What follows belongs to an exercise in optimizing a design on an open flow for small area; a production flow would make more cautious choices. RTL that was checked went through simulation tests only; none was proved equivalent to the original. No functional check of the RTL was part of runs 3 and 4. No activity file was given, so power comes from the tool's default toggle rates.

### flow/config.mk
export PLATFORM = sky130hd
export DESIGN_NAME = mnt_fxu
export DESIGN_NICKNAME = mnt_fxu
export VERILOG_FILES = /design/flow/design.v
export SDC_FILE = /design/flow/constraint.sdc
export NUM_CORES = 4
export LEC_CHECK = 0
export CAP_MARGIN = 20
export CORE_MARGIN = 2
export CORE_UTILIZATION = 45
export SLEW_MARGIN = 20
### flow/constraint.sdc
create_clock -name core_clock -period 14.0 [get_ports {clk}]
set_input_delay 2.8000 -clock core_clock [delete_from_list [all_inputs] [get_ports {clk}]]
set_output_delay 2.8000 -clock core_clock [all_outputs]
set_load 0.01 [all_outputs]
### flow/design.v
module mnt_fxu (
    input  wire        clk,
    input  wire        rst,       
    input  wire        req,
    input  wire        we,
    input  wire [5:0]  addr,      
    input  wire [31:0] wdata,
    output wire        ready,
    output wire [31:0] rdata
);
    localparam [31:0] ID_VALUE = 32'h4D4E5431;
    reg [31:0] regs [0:15];
    reg [4:0]  ph;
    reg        run;
    reg [2:0]  pc;
    reg        ill, lipend;
    reg [3:0]  lird;
    reg [31:0] T, U;
    reg        cx, c, sa, sb, nz, guard, sticky, rs;
    reg        tq;            
    reg        bq;            
    reg        m_mul, m_div;  
    reg [4:0]  L;
    wire [5:0]  op = wdata[31:26];
    wire [3:0]  rd = wdata[25:22];
    wire [3:0]  ra = wdata[21:18];
    wire [3:0]  rb = wdata[17:14];
    wire [4:0]  k  = wdata[4:0];
    wire fmt_rrr = (op >= 6'h01 && op <= 6'h07) || op == 6'h0A;
    wire fmt_rrs = (op == 6'h08) || (op == 6'h09);
    wire fmt_rr  = (op == 6'h0B) || (op == 6'h0C) || (op >= 6'h10 && op <= 6'h17);
    wire fmt_ri  = (op == 6'h30);
    reg legal;
    always @(*) begin
        if (fmt_rrr)      legal = (wdata[13:0] == 14'd0);
        else if (fmt_rrs) legal = (wdata[17:5] == 13'd0);
        else if (fmt_rr)  legal = (wdata[17:0] == 18'd0);
        else if (fmt_ri)  legal = (wdata[21:0] == 22'd0);
        else              legal = 1'b0;
    end
    wire is_reg  = addr[5:4] == 2'b10;
    wire is_cmd  = we && addr == 6'h03;
    wire k_rd    = !we;
    wire k_wrr   = we && is_reg;
    wire k_li    = is_cmd && lipend;
    wire k_cmd   = is_cmd && !lipend && legal && !fmt_ri;
    wire k_long  = k_rd || k_wrr || k_li || k_cmd;
    wire imm     = req && !k_long;
    wire o_mul   = op == 6'h05 || op == 6'h06;
    wire o_div   = op == 6'h07;
    wire o_tof   = op == 6'h17;
    wire o_fromf = op == 6'h13;
    wire md      = o_mul || o_div;
    wire o_simple = fmt_rrr && !md;
    wire [2:0] last = k_rd ? 3'd1 : (k_wrr || k_li) ? 3'd0 :
                      o_div ? 3'd5 : o_mul ? 3'd4 : 3'd1;
    wire p_load  = run && k_cmd && (md ? pc == 3'd1 : pc == 3'd0);
    wire p_loadu = run && k_cmd && pc == 3'd0;
    wire p_out   = run && k_cmd && pc == last;
    wire p_copy  = run && k_cmd && o_div && pc == 3'd4;
    wire p_wr    = run && pc == 3'd0 && (k_wrr || k_li);
    wire s_rev   = run && (m_mul || m_div) && pc == 3'd2;
    wire s_mul   = run && m_mul && pc == 3'd3;
    wire s_div   = run && m_div && pc == 3'd3;
    wire s_acc   = s_rev || s_mul || s_div;
    wire ph0  = ph == 5'd0;
    wire ph31 = ph == 5'd31;
    assign ready = imm || (run && (k_rd ? (pc == 3'd1) : (ph31 && pc == last)));
    wire [3:0] idx_x = k_rd ? addr[3:0] :
                       (run && pc == 3'd0 && fmt_rrr) ? rb :
                       (run && md && pc >= 3'd2) ? rd : ra;
    wire       x = regs[idx_x][0];
    wire negx = ((o_div && pc == 3'd1) || (o_tof && pc == 3'd0)) && sa;
    wire xn   = x ^ (negx && cx);
    wire [7:0] fe = U[30:23];
    reg  [5:0] dd;
    always @(*) begin
        case (op)
            6'h03, 6'h04:             dd = 6'h36;            
            6'h08:                    dd = -{1'b0, k};
            6'h09:                    dd = {1'b0, k};
            6'h10, 6'h11, 6'h12:      dd = 6'h36;            
            6'h14, 6'h15, 6'h16, 6'h05: dd = 6'd10;
            6'h13:                    dd = 6'd12 - fe[5:0];   
            6'h17:                    dd = {1'b0, L} - 6'd23;
            default:                  dd = 6'd0;
        endcase
    end
    wire       rev  = o_div && pc >= 3'd4;
    wire [4:0] sel  = rev ? {~ph[3:0], 1'b1} : dd[4:0];
    wire       tp   = T[sel];
    wire [6:0] j    = {2'b00, ph} + {dd[5], dd};
    wire       jneg = j[6];
    wire       jbig = !j[6] && j[5];
    wire sub   = op == 6'h02 || op == 6'h04;
    wire fill  = (op == 6'h09 || op == 6'h14 || op == 6'h15) ? sa :
                 (op == 6'h05) ? guard : 1'b0;
    wire v_sh  = jneg ? 1'b0 : jbig ? fill : tp;
    reg  win;
    always @(*) begin
        case (op)
            6'h0B:   win = ph >= 5'd10;
            6'h0C:   win = ph <  5'd10;
            6'h12:   win = ph >= 5'd10 && ph <= 5'd17;
            6'h16:   win = ph <= 5'd7;
            default: win = 1'b1;
        endcase
    end
    wire f_fnz  = |U[22:0];
    wire f_zero = (fe == 8'hFF && f_fnz) || fe <= 8'd116;
    wire f_sat  = fe >= 8'd148;
    wire       up    = guard && (sticky || v_sh);
    wire [7:0] e8    = {3'd0, L} + 8'd117;
    wire       ebit  = e8[ph[2:0] + 3'd1];
    reg  a_bit, inv, c0, use_x;
    always @(*) begin
        a_bit = v_sh & win;
        inv   = 1'b0;
        c0    = 1'b0;
        use_x = 1'b0;
        if (o_simple) begin
            if (op == 6'h0A) a_bit = x & tp;
            else begin
                a_bit = v_sh;
                inv   = sub;
                c0    = sub;
                use_x = 1'b1;
            end
        end else if (o_div) begin
            a_bit = tq;
            inv   = sa ^ sb;
            c0    = sa ^ sb;
        end else if (o_fromf) begin
            a_bit = v_sh;
            inv   = sa;
            c0    = sa;
        end else if (o_tof) begin
            a_bit = (ph <= 5'd22) ? v_sh : ebit;
            c0    = up;
        end
    end
    wire sa_in = a_bit ^ inv;
    wire sb_in = use_x & x;
    wire s_cin = ph0 ? c0 : c;
    wire c_nx  = (sa_in & sb_in) | (sa_in & s_cin) | (sb_in & s_cin);
    wire o     = (((o_div || o_tof) && !nz) || (o_fromf && f_zero)) ? 1'b0 :
                 (o_fromf && f_sat) ? (ph31 ? sa : !sa) :
                 (o_tof && ph31) ? sa : (sa_in ^ sb_in ^ s_cin);
    wire        bsub = s_div && (bq ^ sb);
    wire        ben  = s_div || (s_mul && tq);
    wire        ain  = s_div && tq;
    wire [31:0] aa   = {T[30:0], ain};
    wire [31:0] bb   = (U & {32{ben}}) ^ {32{bsub}};
    wire [31:0] sum;
    wire [32:0] cy;
    assign cy[0] = bsub;
    genvar gi;
    generate for (gi = 0; gi < 32; gi = gi + 1) begin : rca
        assign sum[gi]  = aa[gi] ^ bb[gi] ^ cy[gi];
        assign cy[gi+1] = (aa[gi] & bb[gi]) | (aa[gi] & cy[gi]) | (bb[gi] & cy[gi]);
    end endgenerate
    wire       wr   = p_wr || p_out || s_rev || s_div;
    wire [3:0] widx = k_wrr ? addr[3:0] : k_li ? lird : rd;
    wire       wbit = p_wr ? wdata[ph] : s_rev ? T[30] : s_div ? bq : o;
    integer r;
    always @(posedge clk) begin
        for (r = 0; r < 16; r = r + 1)
            regs[r] <= {(wr && widx == r) ? wbit : regs[r][0], regs[r][31:1]};
    end
    wire [31:0] id_v = ID_VALUE;
    reg t_in;
    always @(*) begin
        if (run && k_rd)  t_in = is_reg ? x : (addr == 6'h00) ? id_v[ph] :
                                 (addr == 6'h02) && ((ph == 5'd1 && ill) || (ph == 5'd4 && lipend));
        else if (p_load)  t_in = (o_fromf && ph > 5'd22) ? ph == 5'd23 : xn;   
        else if (p_copy)  t_in = ph0 ? bq : x;
        else              t_in = T[0];
    end
    always @(posedge clk) begin
        T   <= s_acc ? sum : {t_in, T[31:1]};
        if (p_loadu) U <= {o_tof ? xn : x, U[31:1]};
        cx <= ph31 ? 1'b0 : (cx | x);
        c  <= c_nx;
        tq <= (s_rev && ph31) ? guard : (s_rev || s_mul || s_div) ? x : tp;
        bq <= !sum[31];
        m_mul <= o_mul;
        m_div <= o_div;
    end
    always @(posedge clk) begin
        if (rst) begin
            ph     <= 5'd0;
            run    <= 1'b0;
            pc     <= 3'd0;
            ill    <= 1'b0;
            lipend <= 1'b0;
            lird   <= 4'd0;
        end else begin
            ph <= ph + 5'd1;
            if (!run) begin
                if (req && k_long && ph31) begin
                    run <= 1'b1;
                    pc  <= 3'd0;
                end
                if (imm && we) begin
                    if (addr == 6'h02) begin
                        if (wdata[1]) ill <= 1'b0;
                    end else if (addr == 6'h03) begin
                        if (!legal) ill <= 1'b1;
                        else if (fmt_ri) begin
                            lipend <= 1'b1;
                            lird   <= rd;
                        end
                    end
                end
            end else if (ready) begin
                run <= 1'b0;
                if (k_li) lipend <= 1'b0;
            end else if (ph31) begin
                pc <= pc + 3'd1;
            end
        end
    end
    always @(posedge clk) begin
        if (!run && ph31) begin
            sa     <= x;
            nz     <= 1'b0;
            guard  <= 1'b0;
            sticky <= 1'b0;
            rs     <= 1'b0;
        end else begin
            if (p_loadu && ph31) sb <= x;
            if (p_loadu && o_tof && ph >= 5'd25) rs <= rs | T[7];
            if ((s_rev || (p_out && o_mul)) && ph0) guard <= T[31];
            if (p_loadu && (o_tof ? xn : x)) begin
                nz     <= 1'b1;
                L      <= ph;
                guard  <= ph >= 5'd24 && T[8];
                sticky <= ph >= 5'd25 && (rs || T[7]);
            end
        end
    end
    assign rdata = T;
endmodule
### flow/flow/run.sh
#!/bin/bash
# Standard ORFS layout, with small port buffers and a clock tree without dummy loads.
set -euo pipefail
export BUFFER_PORTS_ARGS="-buffer_cell sky130_fd_sc_hd__buf_1"
export CTS_ARGS='-sink_clustering_enable -repair_clock_nets -dont_use_dummy_load -sink_clustering_size 20 -sink_clustering_max_diameter 60 -buf_list sky130_fd_sc_hd__clkbuf_8'
bash standard.sh > standard_flow.log 2>&1
### flow/standard.sh
#!/bin/bash
# synth_recipe.tcl (not shown) runs the flow's synth.tcl, then flattens the netlist and writes it again
# the make line also repeats each setting of config.mk as NAME=value (left out here)
make -C /OpenROAD-flow-scripts/flow DESIGN_CONFIG=/design/flow/config.mk WORK_HOME=/design/flow/orfs CLKGATE_MAP_FILE= SYNTH_SCRIPT=/design/flow/synth_recipe.tcl "${@:-finish}"
==> results by group, run 1 <==
Outcome
  • Outcome: timing/DRC/antenna clean

Critical path
  • Required time of the critical path: 14.44 ns
  • Critical path class: reg -> reg
  • Crit-path slowest cell: fa_1
  • CP startpoint kind: flip-flop
  • Buf/Inv on CP: 0
  • Worst setup startpoint: pc[0]
  • Critical Path AT: 13.99 ns
  • Crit-path most repeated cell: fa_1
  • Worst setup EP type: flip-flop
  • R2r startpoint: pc[0]
  • CP Max Fanout: 4
  • Crit path max-delay family: adder cells
  • Worst path max stage delay: 0.42 ns

Finish
  • Final cell count without fillers: 2,029
  • Storage element area: 12,600 sq um
  • Final instance area: 19,500 sq um
  • Most frequent cells in the layout: 569 x dfxtp_1, 107 x nor2_1, 95 x nand2_1
  • Multi-input logic area: 5040 sq um
  • Post-layout net count: 1,592
  • Filler cell count in the final layout: 3,558
  • Area Growth Syn to Fin: 8.22%
  • Fraction of layout cells with a size suffix above 1: 8.21%
  • Fin util: 49.1%
  • Commonest non-fill, non-tap cell in the layout: dfxtp_1

Logic synthesis
  • #FFs+latches synth: 608
  • Synth Area in Adders: 4.70%
  • Yosys top cell area share: 63.3%
  • Xor-xnor portion of the synthesized cell area: 2.67%
  • Mapped cell area: 18,000 sq um
  • Ys async rst share: 0%
  • Largest cells by area after synthesis: dfxtp_1 63%, edfxtp_1 6.5%, fa_1 3.4%
  • Synth warn: 2
  • Synthesized net count: 1,511
  • Post-synthesis cell type with the largest combined area: dfxtp_1
  • EDFF count, synth: 39
  • Multiplexer share of the synthesized area: 3.50%
  • Sequential area share after synthesis: 69.8%
  • Largest family of logic cells by synthesized area: simple AND/OR/NAND/NOR gates
  • Avg Cell Area, Syn: 12.7 sq um
  • Simple-Gate Fraction of Synth Area: 9.09%
  • Mapped Cells: 1,420
  • Synth unique cells: 82
  • Compound-cell area share of the yosys netlist: 7.81%
  • Main synth FF type: dfxtp_1

STA
  • Unrepaired setup endpoints after global routing: no
  • Post-route setup slack: 0.446 ns
  • Fin crit period: 13.55 ns
  • Fin Clk Skew: 0.0530 ns
  • Max Slew Vio Count: 0
  • Final Hold Fails: 0
  • Achievable clock frequency: 73.8 MHz
  • Worst-margin pin slew: 1.08 ns
  • Setup Viol. Count Final: 0
  • Max_slew headroom: 28.3%
  • Period utilization: 96.8%

Floorplan
  • Die Width: 204 um
  • Core Box Area: 39,600 sq um
  • I/O pins: 75
  • Die H: 204 um
  • Initial Utilization: 45.4%
  • # rows: 73
  • Die ar.: 41,600 sq um

Route
  • Post-route ant nets: 0
  • WL final: 34,300 um
  • DRC: 0
  • Total iterations of the first detailed-routing run: 5
  • DR WL/cell: 16.9 um
  • First DRT Iteration DRCs: 712
  • Vias per cell: 4.93
  • Vias: 10,000

Placement
  • Placed insts: 1,981
  • Hpwl dp: 23,900 um
  • Gpl congestion: 0.870
  • IO Port Bufs: 74
  • Post-placement cell area: 18,800 sq um
  • Setup WS pre-CTS: -0.0791 ns

Clocking
  • Clock buffer count from CTS: 43
  • CTS H-tree lvls: 2
  • Clock Latency Late Sink: 0.62 ns
  • CTS clk-pin slew, worst paths: 0.11 ns
  • Post-CTS Setup Inserts: 0
  • CTS Sinks: 608
  • CTS Root Cell: clkbuf_8
  • CTS tree: built
  • Longest Clk Path Bufs: 3

Global route
  • Total gr overflow: 0
  • GRT Overall Usage: 16.9%
  • Vias in the first global route: 9,714
  • Initial antenna violation count: 13
  • Largest net degree at the start of global routing: 64
  • Global-route wire length before repair: 54,100 um

Power and ir drop
  • Power, Total: 0.00260 W
  • Maximum vdd drop: 0.112 mV
  • PwrDens: 134 nW/um^2
  • Leakage: 7.15 nW

Hold path
  • HP Start: regs[1][9]
  • Type of the worst min-delay path: reg -> reg

Run
  • Number of max-cap violations: 0
[Yosys cell counts (all sizes together) (21+ instances only)]
cell and n:
nand2 96, nand3 22, a21oi 73, fa 31
edfxtp 39, xor2 39, inv 58, nor2 108
dfxtp 569, o21ai 38, mux2 21, clkbuf 39
[kinds of logic after synthesis]
logic type	Yosys count
AO/OA/AOI/OAI	211
XOR/XNOR	54
adder cells (fa/ha/maj)	49
buffers and inverters	112
flip-flops	608
multiplexers	49
AND/OR/NAND/NOR	337
[worst paths after layout]
kind | to | slack [ns] | cells past startpoint
min reg2reg | regs[1][8] | 0.26 | 0
max | T[31] | 0.45 | 39
min | regs[1][8] | 0.26 | 0
max reg2reg | T[31] | 0.45 | 39
[metrics by stage]
stage	setup TNS (ns)	hold slack (ns)
6_report	0	0.264
4_1_cts	0	0.265
3_3_place_gp	0	0.310
3_5_place_dp	-0.0791	0.312
5_1_grt	0	0.268
2_1_floorplan	0	0.310
[report_power, final]
| group | total, W | leakage (nW) | internal [W] | switching, W |
|---|---|---|---|---|
| registers | 0.00175 | 4.93 | 0.00175 | 0.00000401 |
| logic | 0.0000962 | 1.91 | 0.0000364 | 0.0000598 |
| clock network | 0.000758 | 0.309 | 0.000277 | 0.000481 |
| total | 0.00260 | 7.15 | 0.00206 | 0.000545 |
[metal layers]
metal	track usage [%]	wire (um)
met5	0	92
met4	5.20	852
met3	5.33	2470
met2	24.4	14400
met1	24.2	16500
[registers in the layout, indices dropped and copies added, names as in the netlist]
signal,flops
L,5
T,32
U,32
bq,1
c,1
cx,1
guard,1
ill,1
lipend,1
lird,4
m_div,1
m_mul,1
nz,1
pc,3
ph,5
regs,512
rs,1
run,1
sa,1
sb,1
sticky,1
tq,1
[area by class of cell]
| class | instances | area share [%] |
|---|---|---|
| diodes | 5 | 0.0642 |
| clock buffers | 43 | 3.04 |
| inverters | 59 | 1.14 |
| multi-input cells | 700 | 25.9 |
| flip-flops and latches | 608 | 64.5 |
| well taps | 525 | 3.37 |
| repair buffers | 89 | 2.00 |
[repair_timing]
action / CTS / global route
gates resized for setup: 2 / 10
hold buffers: 0 / 0
endpoints found under the setup margin: 1 / 2
pin swaps: 1 / 1
==> run 2, diff against run 1 <==
==> flow/flow/run.sh (replaced) <==
#!/bin/bash
# Standard ORFS layout, with small port buffers and a clock tree without dummy loads.
set -euo pipefail
export BUFFER_PORTS_ARGS="-buffer_cell sky130_fd_sc_hd__buf_1"
export CTS_ARGS='-sink_clustering_enable -repair_clock_nets -dont_use_dummy_load -sink_clustering_size 22 -sink_clustering_max_diameter 70 -buf_list sky130_fd_sc_hd__clkbuf_8'
bash standard.sh > standard_flow.log 2>&1
==> run 2 against run 1 <==
Effect of this change: fmax up 0.14%; final cell count down 0.15%; clock-buffer cell count down 5.
==> results by group, run 2 <==
Logic synthesis
  • Xor-xnor portion of the synthesized cell area: 2.67% (unchanged)
  • #FFs+latches synth: 608 (unchanged)
  • Main synth FF type: dfxtp_1
  • Synth warn: 2 (unchanged)
  • Count leader, synth: dfxtp_1
  • Post-synthesis cell type with the largest combined area: dfxtp_1
  • Avg Cell Area, Syn: 12.7 sq um (unchanged)
  • Simple-Gate Fraction of Synth Area: 9.09% (unchanged)
  • Mapped Cells: 1,420 (unchanged)
  • Largest family of logic cells by synthesized area: simple AND/OR/NAND/NOR gates
  • Synth top cells by count: 569 x dfxtp_1, 108 x nor2_1, 95 x nand2_1, 72 x a21oi_1, 58 x inv_1
  • EDFF count, synth: 39 (unchanged)
  • Largest cells by area after synthesis: dfxtp_1 63%, edfxtp_1 6.5%, fa_1 3.4%
  • Sequential area share after synthesis: 69.8% (unchanged)
  • Multiplexer share of the synthesized area: 3.50% (unchanged)
  • Mapped cell area: 18,000 sq um (unchanged)
  • Ys async rst share: 0% (unchanged)
  • Yosys top cell area share: 63.3% (unchanged)
  • Compound-cell area share of the yosys netlist: 7.81% (unchanged)
  • Synth unique cells: 82 (unchanged)
  • Synthesized net count: 1,511 (unchanged)
  • Synth Area in Adders: 4.70% (unchanged)

Power and ir drop
  • Gate power share: 3.7% (about the same)
  • Fraction of power spent switching nets: 21.1% (+0.19 points)
  • Psw: 0.000543 W (-0.34%)
  • Maximum vdd drop: 0.113 mV (+1.5%)
  • Power, Total: 0.00257 W (-1.2%)
  • Leakage: 7.12 nW (-0.48%)
  • Clock Power Share: 28.2% (-0.9 points)
  • P_int: 0.00203 W (-1.5%)
  • PwrDens: 132 nW/um^2 (-0.91%)
  • Reg power frac: 68.1% (+0.9 points)

Finish
  • Commonest non-fill, non-tap cell in the layout: dfxtp_1
  • Largest regs: regs (512), T (32), U (32)
  • Area Growth Syn to Fin: 7.88%
  • Post-layout net count: 1,587 (-0.31%)
  • Max FFs per register: 512 (unchanged)
  • Storage element area: 12,600 sq um (unchanged)
  • Fraction of layout cells with a size suffix above 1: 7.97% (-0.24 points)
  • Filler cell count in the final layout: 3,562 (+0.11%)
  • Multi-input logic area: 5040 sq um (about the same)
  • Most frequent cells in the layout: 569 x dfxtp_1, 107 x nor2_1, 95 x nand2_1
  • Reg with most FFs: regs

Placement
  • Gpl congestion: 0.870 (unchanged)
  • IO Port Bufs: 74 (unchanged)
  • Hpwl dp: 23,900 um (unchanged)

Clocking
  • CTS Sinks: 608 (unchanged)
  • Hold_buf cts: 0 (unchanged)
  • CTS tree: built
  • CTS Root Cell: clkbuf_8
  • Longest Clk Path Bufs: 3 (unchanged)
  • CTS clk-pin slew, worst paths: 0.12 ns (about the same)
  • CTS H-tree lvls: 2 (unchanged)
  • Clock buffer count from CTS: 38 (-12%)
  • Clock Latency Late Sink: 0.63 ns (about the same)

Route
  • Post-route ant nets: 0 (unchanged)
  • Total iterations of the first detailed-routing run: 7 (+2)
  • Vias per cell: 4.92 (-0.28%)
  • DRC: 0 (unchanged)
  • DR WL/cell: 16.9 um (-0.14%)
  • Vias: 9,970 (-0.43%)
  • First DRT Iteration DRCs: 765 (+7.4%)
  • WL final: 34,200 um (-0.29%)

STA
  • Achievable clock frequency: 73.9 MHz (+0.14%)
  • Max_slew headroom: 28.0% (-0.36 points)
  • Hold WS: 0.271 ns (+0.00685 ns)
  • Worst-margin pin slew: 1.05 ns (-0.0247 ns)
  • Fin Clk Skew: 0.0655 ns (+0.0125 ns)
  • Period utilization: 96.7% (-0.13 points)
  • Setup Viol. Count Final: 0 (unchanged)
  • Fin crit period: 13.53 ns (-0.0187 ns)
  • Final Hold Fails: 0 (unchanged)
  • Unrepaired setup endpoints after global routing: no
  • Max Slew Vio Count: 0 (unchanged)

Floorplan
  • I/O pins: 75 (unchanged)
  • Core Box Area: 39,600 sq um (unchanged)
  • Die ar.: 41,600 sq um (unchanged)
  • Die Width: 204 um (unchanged)
  • Die H: 204 um (unchanged)
  • # rows: 73 (unchanged)
  • Initial Utilization: 45.4% (unchanged)

Hold path
  • Hold EP: regs[1][8]
  • Hold Path Cell Cnt: 0 (unchanged)
  • HP Start: regs[1][9]
  • Type of the worst min-delay path: reg -> reg

Critical path
  • Crit-path slowest cell: fa_1
  • Worst path max stage delay: 0.42 ns (about the same)
  • CP startpoint kind: flip-flop
  • Critical path class: reg -> reg
  • R2r startpoint: pc[0]
  • Worst setup EP type: flip-flop
  • Crit-path most repeated cell: fa_1
  • Critical Path AT: 13.97 ns (-0.02 ns)
  • FF-to-FF path depth: 39 (unchanged)
  • CP Max Fanout: 4 (unchanged)
  • Required time of the critical path: 14.44 ns (about the same)
  • Critical R2R Capture: T[31]
  • Internal reg-to-reg setup slack: 0.47 ns (+0.02 ns)

Global route
  • Global-route wire length before repair: 54,100 um (unchanged)
  • Largest net degree at the start of global routing: 64 (unchanged)
  • Initial antenna violation count: 14 (+1)
  • Vias in the first global route: 9,672 (-0.43%)
  • Total gr overflow: 0 (unchanged)
  • GRT Overall Usage: 16.9% (-0.052 points)

Outcome
  • Outcome: timing/DRC/antenna clean

Run
  • Number of max-cap violations: 0 (unchanged)
run 2: cell counts after synthesis:
Identical to the previous run, type by type.
run 2: final cells by class:
class                           instances  area share [%]
Antenna cell                            7          0.0902
Inverter                               59            1.14
Sequential cell                       608            64.7
Tap cell                              525            3.38
Multi-Input combinational cell        700            26.0
Timing Repair Buffer                   89            2.01
Clock buffer                           38            2.69
run 2: critical path, delay by kind of cell (launching register included):
kind | cells | cell delay [ns]
DFF | 1 | 0.33
adders and majority gates | 32 | 11.80
xor gates and xnor gates | 4 | 0.73
AOI/OAI and AO/OA | 1 | 0.10
and+or+nand+nor | 2 | 0.37
run 2: worst max-delay path by stage:
stage / from / to / cells past startpoint / slack, ns
5_1_grt: pc[0] / T[31] / 39 / 0.02
3_5_place_dp: pc[0] / T[31] / 39 / -0.08
6_report: pc[0] / T[31] / 39 / 0.47
3_3_place_gp: pc[0] / T[31] / 39 / 0.17
2_1_floorplan: pc[0] / T[31] / 42 / 0.04
4_1_cts: pc[0] / T[31] / 39 / 0.03
run 2: per-layer routing:
| layer | vias up | GRT usage (%) | wire [um] |
|---|---|---|---|
| li1 | 4914 | - | - |
| met1 | 4746 | 24.1 | 16500 |
| met2 | 226 | 24.5 | 14300 |
| met3 | 72 | 5.36 | 2480 |
| met4 | 12 | 4.97 | 873 |
| met5 | - | 0 | 71 |
run 2: logic make-up after synthesis:
family | after synthesis
AOI/OAI and AO/OA | 211
xor gates and xnor gates | 54
adders and majority gates | 49
buffers and inverters | 112
DFF | 608
muxes | 49
and+or+nand+nor | 337
run 2: power by group through the flow:
stage	registers, W	logic [W]	clock network, W
3_3_place_gp	0.00179	0.0000947	0
5_1_grt	0.00175	0.000106	0.000817
4_1_cts	0.00175	0.0000952	0.000759
3_5_place_dp	0.00179	0.0000947	0
2_1_floorplan	0.00179	0.0000674	0
6_report	0.00175	0.0000959	0.000726
run 2: repair_timing:
| action | 4_1_cts | 5_1_grt |
|---|---|---|
| buffers inserted | 0 | 0 |
| setup endpoints to repair | 1 | 2 |
| resized for setup | 3 | 10 |
| cloned | 0 | 0 |
| pin swaps | 1 | 1 |
run 2: stage by stage:
stage               setup slack (ns)  std cells  instance area (sq um)  setup TNS (ns)  util (%)
floorplan                     0.0351       1420                  18000               0         -
global placement               0.172       1981                  18800               0      47.5
detailed placement           -0.0791       1981                  18800         -0.0791      47.5
CTS                           0.0306       2019                  19400               0      48.8
global route                  0.0151       2025                  19400               0      49.0
finish                         0.465       2026                  19400               0      49.0
==> run 3, diff against run 2 <==
--- a/flow/design.v
+++ b/flow/design.v
@@ -18,3 +18,3 @@
     reg [31:0] T, U;
-    reg        cx, c, sa, sb, nz, guard, sticky, rs;
+    reg        c, sa, sb, nz, guard, sticky, rs;
     reg        tq;            
@@ -73,3 +73,3 @@
     wire negx = ((o_div && pc == 3'd1) || (o_tof && pc == 3'd0)) && sa;
-    wire xn   = x ^ (negx && cx);
+    wire xn   = x ^ (negx && c);    
     wire [7:0] fe = U[30:23];
@@ -108,4 +108,3 @@
     end
-    wire f_fnz  = |U[22:0];
-    wire f_zero = (fe == 8'hFF && f_fnz) || fe <= 8'd116;
+    wire f_zero = (fe == 8'hFF && nz) || fe <= 8'd116;
     wire f_sat  = fe >= 8'd148;
@@ -181,4 +180,3 @@
         if (p_loadu) U <= {o_tof ? xn : x, U[31:1]};
-        cx <= ph31 ? 1'b0 : (cx | x);
-        c  <= c_nx;
+        c  <= ph31 ? 1'b0 : p_load ? (c | x) : c_nx;
         tq <= (s_rev && ph31) ? guard : (s_rev || s_mul || s_div) ? x : tp;
@@ -233,3 +231,3 @@
             if ((s_rev || (p_out && o_mul)) && ph0) guard <= T[31];
-            if (p_loadu && (o_tof ? xn : x)) begin
+            if (p_loadu && (o_tof ? xn : x) && !(o_fromf && ph > 5'd22)) begin
                 nz     <= 1'b1;
==> run 3 against run 2 <==
Effect of this change: still clean; clock skew increased by 0.028 ns; sequential power about the same; first-iteration DRC count decreased by 12%; synthesized area is 1.0% higher; synthesized cell count up 0.35%; power decreased by 0.59%; non-clock buffer count grew 9.
==> results by group, run 3 <==
Outcome
  • Outcome: timing/DRC/antenna clean

Placement
  • Post-placement cell area: 19,100 sq um (+1.3%)
  • Hpwl dp: 24,200 um (+1.1%)
  • IO Port Bufs: 74 (unchanged)
  • Gpl congestion: 0.901 (+3.6%)

Finish
  • Largest regs: regs (512), T (32), U (32)
  • Max FFs per register: 512 (unchanged)
  • Fin util: 49.3% (+0.33 points)
  • Filler cell count in the final layout: 3,630 (+1.9%)
  • Final instance area: 19,600 sq um (+1.1%)
  • Reg with most FFs: regs
  • Inserted Diodes: 0 (-7)
  • Fraction of layout cells with a size suffix above 1: 8.83% (+0.86 points)
  • Area Growth Syn to Fin: 8.01%
  • Commonest non-fill, non-tap cell in the layout: dfxtp_1
  • Most frequent cells in the layout: 568 x dfxtp_1, 92 x nor2_1, 81 x nand2_1
  • Post-layout net count: 1,600 (+0.82%)

Logic synthesis
  • Ys async rst share: 0% (unchanged)
  • Post-synthesis cell type with the largest combined area: dfxtp_1
  • Mapped Cells: 1,425 (+0.35%)
  • Synth warn: 2 (unchanged)
  • Synthesized net count: 1,516 (+0.33%)
  • Mapped cell area: 18,200 sq um (+1.0%)
  • Avg Cell Area, Syn: 12.8 sq um (+0.66%)
  • Yosys top cell area share: 62.5% (-0.75 points)
  • EDFF count, synth: 39 (unchanged)
  • #FFs+latches synth: 607 (-0.16%)
  • Sequential area share after synthesis: 69.0% (-0.81 points)
  • Count leader, synth: dfxtp_1
  • Largest cells by area after synthesis: dfxtp_1 63%, edfxtp_1 6.4%, fa_1 3.4%
  • Synth unique cells: 80 (-2.4%)
  • Synth top cells by count: 568 x dfxtp_1, 93 x nor2_1, 81 x nand2_1, 70 x a21oi_1, 58 x inv_1
  • Main synth FF type: dfxtp_1

Critical path
  • Required time of the critical path: 14.45 ns (about the same)
  • Crit-path most repeated cell: fa_1
  • Internal reg-to-reg setup slack: 0.50 ns (+0.03 ns)
  • Worst path max stage delay: 0.40 ns (-0.02 ns)
  • Critical Path AT: 13.95 ns (-0.02 ns)
  • Critical path class: reg -> reg
  • Crit-path slowest cell: fa_1
  • Worst setup EP type: flip-flop
  • CP startpoint kind: flip-flop
  • CP Max Fanout: 4 (unchanged)

Floorplan
  • I/O pins: 75 (unchanged)
  • Core Box Area: 39,800 sq um (+0.46%)
  • Die H: 205 um (+0.50%)
  • # rows: 73 (unchanged)
  • Initial Utilization: 45.7% (+0.25 points)
  • Die ar.: 42,000 sq um (+0.99%)
  • Die Width: 205 um (+0.50%)

STA
  • Period utilization: 96.4% (-0.24 points)
  • Fin Clk Skew: 0.0934 ns (+0.0279 ns)
  • Achievable clock frequency: 74.1 MHz (+0.24%)
  • Final Hold Fails: 0 (unchanged)
  • Fin crit period: 13.50 ns (-0.0330 ns)
  • Max_slew headroom: 37.6% (+9.7 points)
  • Setup Viol. Count Final: 0 (unchanged)
  • Hold WS: 0.298 ns (+0.0270 ns)
  • Max Slew Vio Count: 0 (unchanged)
  • Unrepaired setup endpoints after global routing: no
  • Total negative slack: 0 ns (unchanged)
  • Worst-margin pin slew: 0.924 ns (-0.127 ns)

Power and ir drop
  • Leakage: 7.24 nW (+1.7%)
  • PwrDens: 130 nW/um^2 (-1.7%)
  • Maximum vdd drop: 0.0945 mV (-17%)
  • Power, Total: 0.00256 W (-0.59%)

Clocking
  • CTS tree: built
  • Clock Latency Late Sink: 0.61 ns (-0.02 ns)
  • Clock buffer count from CTS: 37 (-2.6%)
  • Longest Clk Path Bufs: 3 (unchanged)
  • CTS clk-pin slew, worst paths: 0.12 ns (about the same)
  • CTS H-tree lvls: 2 (unchanged)
  • CTS Sinks: 607 (-0.16%)
  • Hold_buf cts: 0 (unchanged)
  • CTS Root Cell: clkbuf_8

Route
  • Post-route ant nets: 0 (unchanged)
  • First DRT Iteration DRCs: 675 (-12%)
  • DR WL/cell: 17.1 um (+1.1%)
  • WL final: 34,700 um (+1.4%)
  • Total iterations of the first detailed-routing run: 5 (-2)
  • Vias: 10,300 (+3.0%)
  • DRC: 0 (unchanged)
  • Vias per cell: 5.06 (+2.7%)

Hold path
  • Type of the worst min-delay path: reg -> reg

Global route
  • Global-route wire length before repair: 55,100 um (+1.7%)
  • Largest net degree at the start of global routing: 66 (+3.1%)
  • Total gr overflow: 0 (unchanged)
  • Initial antenna violation count: 0 (-14)
  • Vias in the first global route: 10,100 (+4.2%)
  • GRT Overall Usage: 16.9% (+0.037 points)

Run
  • Number of max-cap violations: 0 (unchanged)
-- run 3: critical path, delay by kind of cell (launching register included) --
family          cells  cell delay [ns]
simple gates        2             0.40
xor+xnor            4             0.67
fa+ha+maj          32            11.68
flops               1             0.33
compound gates      2             0.26
-- run 3: layer usage --
layer / global-route usage, % / wire [um] / vias up
li1: - / - / 4988
met1: 22.6 / 16100 / 4936
met2: 26.9 / 15600 / 273
met3: 3.02 / 1700 / 76
met4: 7.37 / 1300 / 0
met5: 0 / 0 / -
-- run 3: kinds of logic (layout without fill, tap and decap cells) --
group	count (synthesis)	in the layout	synth area share (%)
flip-flops	607	607	69.0
buffers and inverters	112	194	2.40
AND/OR/NAND/NOR	331	331	9.08
multiplexers	69	69	4.75
XOR/XNOR	53	53	2.55
adder cells (fa/ha/maj)	49	49	4.65
AO/OA/AOI/OAI	204	204	7.58
-- run 3: cell type report --
| cell class | instances | area, sq um | area share (%) |
|---|---|---|---|
| Multi-Input combinational cell | 706 | 5250 | 26.7 |
| Timing Repair Buffer | 98 | 458 | 2.33 |
| Inverter | 59 | 221 | 1.13 |
| Sequential cell | 607 | 12500 | 63.9 |
| Clock buffer | 37 | 509 | 2.59 |
| Tap cell | 525 | 657 | 3.35 |
-- run 3: final timing paths --
check,to,start,cells after the start
worst min register to register,regs[0][12],regs[0][13],0
worst min-delay path,regs[0][12],regs[0][13],0
worst max register to register,T[31],pc[0],40
worst max-delay path,T[31],pc[0],40
-- run 3: power by group --
| part | total (W) | internal [W] | switching [W] |
|---|---|---|---|
| clock | 0.000714 | 0.000240 | 0.000474 |
| combinational | 0.0000986 | 0.0000364 | 0.0000622 |
| sequential | 0.00174 | 0.00174 | 0.000000803 |
| total | 0.00256 | 0.00202 | 0.000537 |
-- run 3: per-stage QoR --
step | instances | setup slack, ns
after floorplan | 1425 | 0.122
after global placement | 1993 | 0.0978
after detailed placement | 1993 | -0.0689
after CTS | 2032 | 0.00369
after global routing | 2032 | 0.00791
final | 2032 | 0.498
-- run 3: repair_timing --
action	CTS	global route
setup buffers	2	0
gates resized for setup	3	12
endpoints found under the setup margin	1	2
pin swaps	1	1
==> run 4, diff against run 3 <==
--- a/flow/design.v
+++ b/flow/design.v
@@ -18,6 +18,6 @@
     reg [31:0] T, U;
-    reg        c, sa, sb, nz, guard, sticky, rs;
+    reg        cx, c, sa, sb, nz, guard, sticky, rs;
     reg        tq;            
     reg        bq;            
-    reg        m_mul, m_div;  
+    reg        m_mul, m_div, m_md;  
     reg [4:0]  L;
@@ -55,3 +55,3 @@
     wire [2:0] last = k_rd ? 3'd1 : (k_wrr || k_li) ? 3'd0 :
-                      o_div ? 3'd5 : o_mul ? 3'd4 : 3'd1;
+                      o_div ? 3'd6 : o_mul ? 3'd4 : 3'd1;
     wire p_load  = run && k_cmd && (md ? pc == 3'd1 : pc == 3'd0);
@@ -59,11 +59,11 @@
     wire p_out   = run && k_cmd && pc == last;
-    wire p_copy  = run && k_cmd && o_div && pc == 3'd4;
+    wire p_copy  = run && k_cmd && o_div && pc == 3'd5;
     wire p_wr    = run && pc == 3'd0 && (k_wrr || k_li);
     wire s_rev   = run && (m_mul || m_div) && pc == 3'd2;
+    wire s_zero  = run && m_div && pc == 3'd3;
     wire s_mul   = run && m_mul && pc == 3'd3;
-    wire s_div   = run && m_div && pc == 3'd3;
-    wire s_acc   = s_rev || s_mul || s_div;
+    wire s_div   = run && m_div && pc == 3'd4;
     wire ph0  = ph == 5'd0;
     wire ph31 = ph == 5'd31;
-    assign ready = imm || (run && (k_rd ? (pc == 3'd1) : (ph31 && pc == last)));
+    assign ready = imm || (run && (k_rd ? (pc == 3'd1 && ph == 5'd1) : (ph31 && pc == last)));
     wire [3:0] idx_x = k_rd ? addr[3:0] :
@@ -73,3 +73,3 @@
     wire negx = ((o_div && pc == 3'd1) || (o_tof && pc == 3'd0)) && sa;
-    wire xn   = x ^ (negx && c);    
+    wire xn   = x ^ (negx && cx);
     wire [7:0] fe = U[30:23];
@@ -88,5 +88,20 @@
     end
-    wire       rev  = o_div && pc >= 3'd4;
-    wire [4:0] sel  = rev ? {~ph[3:0], 1'b1} : dd[4:0];
-    wire       tp   = T[sel];
+    reg  [4:0] sel_s;
+    always @(*) begin
+        case (op)
+            6'h03, 6'h04:             sel_s = 5'd8;
+            6'h08:                    sel_s = k + 5'd30;
+            6'h09:                    sel_s = 5'd30 - k;
+            6'h10, 6'h11, 6'h12:      sel_s = 5'd8;
+            6'h14, 6'h15, 6'h16:      sel_s = 5'd20;
+            6'h13:                    sel_s = fe[4:0] + 5'd18;
+            6'h17:                    sel_s = 5'd21 - L;
+            default:                  sel_s = 5'd30;
+        endcase
+    end
+    wire [3:0] ph4  = ph[3:0];
+    wire [4:0] sel  = s_rev ? {ph4, 1'b0} :
+                      (md && pc == 3'd4) ? {ph4, 1'b0} + ((op == 6'h05) ? 5'd10 : 5'd0) :
+                      (md && pc == 3'd6) ? {ph4 - 4'd1, 1'b0} : sel_s;
+    wire       tp   = (ph0 && sel == 5'd31 && !md) ? tq : T[sel];
     wire [6:0] j    = {2'b00, ph} + {dd[5], dd};
@@ -108,3 +123,4 @@
     end
-    wire f_zero = (fe == 8'hFF && nz) || fe <= 8'd116;
+    wire f_fnz  = |U[22:0];
+    wire f_zero = (fe == 8'hFF && f_fnz) || fe <= 8'd116;
     wire f_sat  = fe >= 8'd148;
@@ -128,3 +144,3 @@
         end else if (o_div) begin
-            a_bit = tq;
+            a_bit = tp;
             inv   = sa ^ sb;
@@ -147,5 +163,10 @@
                  (o_tof && ph31) ? sa : (sa_in ^ sb_in ^ s_cin);
+    wire        lw   = run && ((pc == 3'd0 && !ph0) ||
+                               (pc == 3'd1 && (ph0 ? !m_md : m_md)) ||
+                               (pc == 3'd2 && ph0 && m_md) ||
+                               (pc == 3'd5 && !ph0 && m_div) ||
+                               (pc == 3'd6 && ph0 && m_div));
     wire        bsub = s_div && (bq ^ sb);
     wire        ben  = s_div || (s_mul && tq);
-    wire        ain  = s_div && tq;
+    wire        ain  = (s_div || lw) ? tq : (s_mul || s_zero) ? 1'b0 : T[31];
     wire [31:0] aa   = {T[30:0], ain};
@@ -162,3 +183,3 @@
     wire [3:0] widx = k_wrr ? addr[3:0] : k_li ? lird : rd;
-    wire       wbit = p_wr ? wdata[ph] : s_rev ? T[30] : s_div ? bq : o;
+    wire       wbit = p_wr ? wdata[ph] : s_rev ? tp : s_div ? bq : o;
     integer r;
@@ -171,3 +192,3 @@
     always @(*) begin
-        if (run && k_rd)  t_in = is_reg ? x : (addr == 6'h00) ? id_v[ph] :
+        if (k_rd)         t_in = is_reg ? x : (addr == 6'h00) ? id_v[ph] :
                                  (addr == 6'h02) && ((ph == 5'd1 && ill) || (ph == 5'd4 && lipend));
@@ -175,9 +196,11 @@
         else if (p_copy)  t_in = ph0 ? bq : x;
-        else              t_in = T[0];
-    end
-    always @(posedge clk) begin
-        T   <= s_acc ? sum : {t_in, T[31:1]};
+        else if (s_rev)   t_in = ph31 ? tp : x;
+        else              t_in = x;
+    end
+    always @(posedge clk) begin
+        T   <= sum;
         if (p_loadu) U <= {o_tof ? xn : x, U[31:1]};
-        c  <= ph31 ? 1'b0 : p_load ? (c | x) : c_nx;
-        tq <= (s_rev && ph31) ? guard : (s_rev || s_mul || s_div) ? x : tp;
+        cx <= ph31 ? 1'b0 : (cx | x);
+        c  <= c_nx;
+        tq <= t_in;
         bq <= !sum[31];
@@ -185,2 +208,3 @@
         m_div <= o_div;
+        m_md  <= k_cmd && md;
     end
@@ -229,9 +253,9 @@
             if (p_loadu && ph31) sb <= x;
-            if (p_loadu && o_tof && ph >= 5'd25) rs <= rs | T[7];
-            if ((s_rev || (p_out && o_mul)) && ph0) guard <= T[31];
-            if (p_loadu && (o_tof ? xn : x) && !(o_fromf && ph > 5'd22)) begin
+            if (p_loadu && o_tof && ph >= 5'd25) rs <= rs | T[23];
+            if (p_out && o_mul && ph0) guard <= T[31];
+            if (p_loadu && (o_tof ? xn : x)) begin
                 nz     <= 1'b1;
                 L      <= ph;
-                guard  <= ph >= 5'd24 && T[8];
-                sticky <= ph >= 5'd25 && (rs || T[7]);
+                guard  <= ph >= 5'd24 && T[22];
+                sticky <= ph >= 5'd25 && (rs || T[23]);
             end
@@ -239,3 +263,6 @@
     end
-    assign rdata = T;
+    genvar gr;
+    generate for (gr = 0; gr < 32; gr = gr + 1) begin : rdv
+        assign rdata[gr] = T[31 - gr];
+    end endgenerate
 endmodule
==> flow/flow/run.sh (replaced) <==
#!/bin/bash
# Standard ORFS layout, with small port buffers and a clock tree without dummy loads.
set -euo pipefail
export BUFFER_PORTS_ARGS="-buffer_cell sky130_fd_sc_hd__buf_1"
export CTS_ARGS="-sink_clustering_enable -repair_clock_nets -dont_use_dummy_load -sink_clustering_size 16 -sink_clustering_max_diameter 50 -buf_list sky130_fd_sc_hd__clkbuf_8"
bash standard.sh > standard_flow.log 2>&1
==> run 4 against run 3 <==
Effect of this change: still clean on timing, DRC and antenna; sequential cell count rose by 2; sequential share of layout area fell by 0.92 points; synthesized area rose by 0.83%; die area grew 0.81%; combinational power is about 20% higher; utilization up 0.66 points; global-route usage up 0.61 points; final cell count grew 1.8%; clock-buffer cell count up 14; clock power grew 15%; first-iteration DRC count decreased by 3.9%.
==> results by group, run 4 <==
Outcome
  • Outcome: timing/DRC/antenna clean

Critical path
  • FF-to-FF path depth: 41 (+2.5%)
  • Required time of the critical path: 14.50 ns (+0.05 ns)
  • Crit-path most repeated cell: fa_1
  • Internal reg-to-reg setup slack: 0.41 ns (-0.09 ns)
  • Worst setup EP type: flip-flop
  • Crit-path slowest cell: fa_1
  • CP startpoint kind: flip-flop
  • Worst path max stage delay: 0.41 ns (about the same)
  • Critical Path AT: 14.09 ns (+0.14 ns)
  • Critical R2R Capture: T[31]
  • Critical path class: reg -> reg
  • R2r startpoint: pc[0]
  • CP Max Fanout: 8 (+4)
  • Worst setup startpoint: pc[0]
  • Crit path capture: T[31]

Logic synthesis
  • Synth top cells by count: 570 x dfxtp_1, 108 x nor2_1, 86 x inv_1, 68 x a21oi_1, 48 x nand2_1
  • Ys async rst share: 0% (unchanged)
  • Synth unique cells: 79 (-1.3%)
  • #FFs+latches synth: 609 (+0.33%)
  • Main synth FF type: dfxtp_1
  • Synthesized net count: 1,552 (+2.4%)
  • Synth warn: 2 (unchanged)
  • Avg Cell Area, Syn: 12.7 sq um (-0.71%)
  • Mapped cell area: 18,300 sq um (+0.83%)
  • Largest cells by area after synthesis: dfxtp_1 62%, edfxtp_1 6.4%, fa_1 3.4%
  • EDFF count, synth: 39 (unchanged)
  • Post-synthesis cell type with the largest combined area: dfxtp_1
  • Yosys top cell area share: 62.3% (-0.29 points)
  • Sequential area share after synthesis: 68.6% (-0.35 points)
  • Count leader, synth: dfxtp_1
  • Mapped Cells: 1,447 (+1.5%)

Clocking
  • CTS Root Cell: clkbuf_8
  • Clock buffer count from CTS: 51 (+38%)
  • Clock Latency Late Sink: 0.63 ns (+0.02 ns)
  • Hold_buf cts: 0 (unchanged)
  • CTS clk-pin slew, worst paths: 0.09 ns (-0.03 ns)
  • CTS H-tree lvls: 2 (unchanged)
  • CTS Sinks: 609 (+0.33%)
  • Longest Clk Path Bufs: 3 (unchanged)
  • CTS tree: built

Finish
  • Max FFs per register: 512 (unchanged)
  • Fraction of layout cells with a size suffix above 1: 9.07% (+0.25 points)
  • Inserted Diodes: 0 (unchanged)
  • Filler cell count in the final layout: 3,557 (-2.0%)
  • Post-layout net count: 1,650 (+3.1%)
  • Final cell count without fillers: 2,068 (+1.8%)
  • Largest regs: regs (512), T (32), U (32)
  • Most frequent cells in the layout: 569 x dfxtp_1, 107 x nor2_1, 86 x inv_1
  • Final instance area: 20,000 sq um (+1.8%)
  • Reg with most FFs: regs
  • Area Growth Syn to Fin: 9.06%
  • Commonest non-fill, non-tap cell in the layout: dfxtp_1

STA
  • Fin crit period: 13.59 ns (+0.0857 ns)
  • Max Slew Vio Count: 0 (unchanged)
  • Total negative slack: 0 ns (unchanged)
  • Achievable clock frequency: 73.6 MHz (-0.63%)
  • Unrepaired setup endpoints after global routing: no
  • Max_slew headroom: 37.6% (-0.067 points)
  • Setup Viol. Count Final: 0 (unchanged)
  • Fin Clk Skew: 0.0667 ns (-0.0266 ns)
  • Period utilization: 97.1% (+0.61 points)
  • Hold WS: 0.269 ns (-0.0288 ns)
  • Worst-margin pin slew: 0.933 ns (+0.00928 ns)
  • Final Hold Fails: 0 (unchanged)

Global route
  • GRT Overall Usage: 17.5% (+0.61 points)
  • Largest net degree at the start of global routing: 34 (-48%)
  • Total gr overflow: 0 (unchanged)
  • Initial antenna violation count: 0 (unchanged)
  • Vias in the first global route: 10,300 (+2.3%)
  • Global-route wire length before repair: 57,300 um (+4.0%)

Run
  • Number of max-cap violations: 0 (unchanged)

Power and ir drop
  • Power, Total: 0.00269 W (+5.0%)
  • Leakage: 7.92 nW (+9.4%)
  • Maximum vdd drop: 0.114 mV (+21%)
  • PwrDens: 134 nW/um^2 (+3.2%)

Floorplan
  • # rows: 73 (unchanged)
  • Die H: 206 um (+0.40%)
  • Die Width: 206 um (+0.40%)
  • I/O pins: 75 (unchanged)
  • Initial Utilization: 45.8% (+0.17 points)
  • Die ar.: 42,400 sq um (+0.81%)
  • Core Box Area: 40,000 sq um (+0.46%)

Route
  • First DRT Iteration DRCs: 649 (-3.9%)
  • Post-route ant nets: 0 (unchanged)
  • DRC: 0 (unchanged)
  • DR WL/cell: 17.4 um (+1.9%)
  • Vias per cell: 5.04 (-0.24%)
  • Total iterations of the first detailed-routing run: 5 (unchanged)
  • WL final: 36,000 um (+3.7%)
  • Vias: 10,400 (+1.5%)

Placement
  • Placed insts: 2,015 (+1.1%)
  • Hpwl dp: 25,000 um (+3.2%)
  • Gpl congestion: 0.911 (+1.1%)
  • Post-placement cell area: 19,200 sq um (+0.88%)
  • IO Port Bufs: 74 (unchanged)

Hold path
  • Type of the worst min-delay path: reg -> reg
==> run 4: worst max-delay path, delay by kind of cell (launching register included) <==
family / cells / cell delay, ns
flip-flops: 1 / 0.36
XOR/XNOR: 2 / 0.34
adder cells (fa/ha/maj): 31 / 11.76
multiplexers: 1 / 0.20
AO/OA/AOI/OAI: 4 / 0.54
buffers and inverters: 3 / 0.28
==> run 4: cell type report <==
class	count	area (sq um)	share of cell area, %
clock buffers	51	702	3.51
flip-flops and latches	609	12600	62.9
multi-input cells	694	5230	26.2
inverters	86	323	1.61
repair buffers	103	495	2.48
well taps	525	657	3.29
==> run 4: kinds of logic after synthesis <==
kind of cell    share of synthesized area [%]
flops                                    68.6
simple gates                             8.84
compound gates                           7.70
buf+inv                                  3.11
fa+ha+maj                                5.57
mux                                      4.47
xor+xnor                                 1.67
==> run 4: worst min-delay path by stage <==
stage                       from      endpoint  cells past startpoint
finish               regs[8][15]   regs[8][14]                      0
global route         regs[8][15]   regs[8][14]                      0
CTS                  regs[8][15]   regs[8][14]                      0
detailed placement   regs[0][22]   regs[0][21]                      0
global placement    regs[11][18]  regs[11][17]                      0
floorplan             regs[0][1]    regs[0][0]                      0
==> run 4: through the flow <==
stage	setup WS, ns	utilization, %
after floorplan	0.0614	-
after global placement	0.173	48.1
after detailed placement	0.0467	48.1
after CTS	0.0104	49.8
after global routing	0.0140	50.0
final	0.412	50.0
==> run 4: where the power goes <==
| part | total, W | internal, W | switching [W] |
|---|---|---|---|
| clock | 0.000818 | 0.000324 | 0.000494 |
| sequential | 0.00175 | 0.00175 | 0.000000829 |
| combinational | 0.000118 | 0.0000426 | 0.0000756 |
| total | 0.00269 | 0.00212 | 0.000570 |
==> run 4: metal layers <==
layer / up-vias / GRT usage [%] / share of wire, %
met2: 218 / 28.5 / 46
met4: 0 / 7.58 / 3.7
met3: 72 / 2.96 / 4.1
met1: 5034 / 23.1 / 46
met5: - / 0 / 0
li1: 5106 / - / -
==> run 4: repair_timing <==
item                       in CTS  in global routing
pin swaps                       1                  2
buffers inserted                0                  2
gates resized for setup         0                 13
setup endpoints to repair       1                  3

-- re-timing with driven ports --
How much do the figures lean on ideal ports? The routed layouts below were timed once more, with nothing changed but the port constraints. Step 1 assumes that a clkbuf_16 drives the clock port and a buf_2 every other input. Step 2, shift: input delay + t, output delay - t, t = (earliest + latest rising clock arrival at the registers) / 2. This alone moves slack from input paths to output paths. Slacks: ideal ports / drivers / drivers and shift; pairs: ideal ports / drivers.
run	t (ns)	slack for setup (ns)	worst setup path at the end
run 1	0.643	0.446 / 0.446 / 0.446	register to register
run 2	0.643	0.465 / 0.465 / 0.465	register to register
run 3	0.613	0.498 / 0.498 / 0.498	register to register
run 4	0.641	0.412 / 0.412 / 0.412	register to register
After both steps every run listed still meets setup and hold.
